This is an optimization exercise on Yosys and OpenROAD, whose aim is small area, a short achievable clock period and few clock cycles per item, not a production implementation.
In this exercise RTL edits were held to simulation tests only and were not proved equivalent to the original.

Design tbacc, start of the top module:
module tbacc (
    input  wire         clk,
    input  wire         rst,
    input  wire         cmd_valid,
    output wire         cmd_ready,
    input  wire [7:0]   cmd_op,
    input  wire [63:0]  cmd_a,
    input  wire [63:0]  cmd_b,
    output wire         rsp_valid,
    output wire [7:0]   rsp_status,
    output wire [63:0]  rsp_data,
    output wire         mem_req,
    output wire         mem_wide,
    output wire [31:0]  mem_addr,
    input  wire         mem_ack,
    input  wire [63:0]  mem_rdata,
    input  wire         mem_err,
    output wire [63:0]  value_o,
    output wire [15:0]  status_o
);
    reg         ready_q;
    reg         vq;                     
    reg         oi, o8, o16, o32, o64, ob, of, orv;    
    reg  [63:0] a_q, b_q;
    reg  [63:0] value;
    reg         fin;                    
    reg  [2:0]  fault;                  
    reg         nz;                     
    reg  [63:0] m;                      
    reg         blk;                    
    reg         rd;                     
    reg         bm;                     
  ...
For scale: about 4900 cells after synthesis, roughly 620 flip-flops, ~390 I/O pins.
==> flow/config.mk <==
export PLATFORM = sky130hd
export DESIGN_NAME = tbacc
export DESIGN_NICKNAME = tbacc
export VERILOG_FILES = /design/flow/design.v
export SDC_FILE = /design/flow/constraint.sdc
export NUM_CORES = 4
export LEC_CHECK = 0
export CAP_MARGIN = 20
export CORE_MARGIN = 2
export CORE_UTILIZATION = 45
export PLACE_DENSITY = 0.65
export SLEW_MARGIN = 20
export TNS_END_PERCENT = 0
==> flow/constraint.sdc <==
create_clock -name core_clock -period 12.5 [get_ports {clk}]
set_input_delay 2.5000 -clock core_clock [delete_from_list [all_inputs] [get_ports {clk}]]
set_output_delay 2.5000 -clock core_clock [all_outputs]
set_load 0.01 [all_outputs]
standard.sh (not shown) runs the stock make flow with config.mk's settings and CLKGATE_MAP_FILE= SYNTH_SCRIPT=/design/flow/synth_recipe.tcl, a recipe that flattens the netlist after the stock synthesis.
==> flow/flow/run.sh <==
#!/bin/bash
set -euo pipefail
bash standard.sh SETUP_SLACK_MARGIN=9 "BUFFER_PORTS_ARGS=-buffer_cell sky130_fd_sc_hd__buf_4" finish > standard.log 2>&1
The starting point completed without violations.
Testbench counts at the start, summed over its fixed seeds: cycles 16,276, hashes 384.
Next try:
==> flow/flow/run.sh (replaced) <==
#!/bin/bash
set -euo pipefail
bash standard.sh SETUP_SLACK_MARGIN=9.5 "BUFFER_PORTS_ARGS=-buffer_cell sky130_fd_sc_hd__buf_4" finish > standard.log 2>&1
--- a/flow/config.mk
+++ b/flow/config.mk
@@ -10,2 +10,2 @@
-export CORE_UTILIZATION = 45
-export PLACE_DENSITY = 0.65
+export CORE_UTILIZATION = 40
+export PLACE_DENSITY = 0.6
After rerunning: The changed run went through all stages and came out clean. Synthesized area does not change. Die area increases by 12%. Register-to-register slack is about the same. Worst setup slack gets better by 0.013 ns. Maximum frequency came out higher by 0.31%.

* * *

== v38 ==
Starting RTL as in the previous note.
Settings: LEC_CHECK=0, CAP_MARGIN=20, CORE_MARGIN=2, CORE_UTILIZATION=45, PLACE_DENSITY=0.65, SLEW_MARGIN=20, TNS_END_PERCENT=0; clock period 12.5 ns.
==> flow/flow/run.sh <==
#!/bin/bash
set -euo pipefail
bash standard.sh SETUP_SLACK_MARGIN=9 "BUFFER_PORTS_ARGS=-buffer_cell sky130_fd_sc_hd__buf_2" finish > standard.log 2>&1
v38 was carried through to the last stage, and its layout satisfied the timing, design-rule and antenna checks.
Testbench counts of v38, summed over its fixed seeds: cycles 16,276, hashes 384.
Setup changes, v38 to v56
- swapping 45 for 40 in CORE_UTILIZATION
- swapping 0.65 for 0.6 in PLACE_DENSITY
==> notes.md <==
When v56 is measured against v38, its register-to-register setup slack turns out 0.09 ns higher.
v56 vs. v38: placed instance count rose by about 3.2%.
Comparing the two runs side by side, v56 comes out behind v38 on design area.
| number of stages on the worst setup path | v56 vs v38 | 3 higher |
Clock network area share delta (v38 -> v56): insignificant
Measured against v38, the filler cell count in the final layout of v56 comes out at 1.16 times the reference value.
For first-pass GRT wire length, v38 and v56 come out practically identical.
## Diff of input files: v54 against v56
- an added SYNTH_HIERARCHICAL of 1
==> flow/flow/run.sh <==
#!/bin/bash
set -euo pipefail
bash standard.sh SETUP_SLACK_MARGIN=9 "BUFFER_PORTS_ARGS=-buffer_cell sky130_fd_sc_hd__buf_4" finish > standard.log 2>&1
Findings:
In summary, v54 completed successfully, with a layout that passed the timing, design-rule and antenna checks.
v54: number of clock-tree buffers in the layout is about 0.9% higher than what v56 reported.
[compare] base=v56 new=v54: tap cell count now sits higher; core utilization grew by 0.54 points.
Looking at worst path arrival time across v56 and v54, the one that comes out lower is v54.
From v56 to v54 the numbers moved as follows: final design instance area without fill rose 4000 um2; multi-input logic area rose 2500 um2.
Delta (v54 minus v56): share of the cycle needed by the critical path after routing -0.35 points.
Compared with v56, v54 shows a met1 layer usage reported by global route that is 1.9 points lower.
Inputs modified between v54 and v40:
- SYNTH_HIERARCHICAL removed (was 1)
==> flow/flow/run.sh <==
#!/bin/bash
set -euo pipefail
bash standard.sh SETUP_SLACK_MARGIN=9 "BUFFER_PORTS_ARGS=-buffer_cell sky130_fd_sc_hd__buf_1" finish > standard.log 2>&1
Notes after the runs:
v40 vs v54, worst-path cell with the longest stage delay: sky130_fd_sc_hd__or4b_1 vs sky130_fd_sc_hd__edfxtp_1. Minimum setup slack after placement, v54 and v40, higher one = v40. Compared to v54, v40 has share of the final layout cell area in sequential cells 2.7 points higher. Measured against each other, v54 and v40 differ in met1 layer wirelength in the final routing, the higher figure coming from v54. Diff v54 -> v40 | detailed placement HPWL | decrease of 1.3%.

what the ideal ports hide:
Ports are ideal in the flow. The routed layouts listed here were re-timed in OpenROAD. Step 1: set_driving_cell puts a clkbuf_16 on clk and a buf_2 on each other input, an assumption about the parent block. Step 2 moves the port delays by t, midway between the first and last clock arrival at a register: inputs arrive t later, outputs are due t later. That takes back most of the time a late clock gives input paths. Three values: ideal, step 1, step 2; two values: the first two.
run | shift t [ns] | setup slack, ns | cell pins on the clock port's net
the first run of note 1 | 0.744 | 8.171 / 8.171 / 7.977 | 1
the second run of note 1 | 0.761 | 8.184 / 8.184 / 7.911 | 1
v38 | 0.746 | 8.011 / 8.011 / 7.911 | 1
v56 | 0.746 | 8.099 / 8.099 / 7.886 | 1
v54 | 0.752 | 8.143 / 8.143 / 7.845 | 1
v40 | 0.757 | 8.143 / 8.143 / 7.919 | 1
After both steps setup and hold are still met in every run listed. For v54, which loses most, drivers alone change the setup slack by 0.000 ns; drivers and shift together by -0.298 ns.
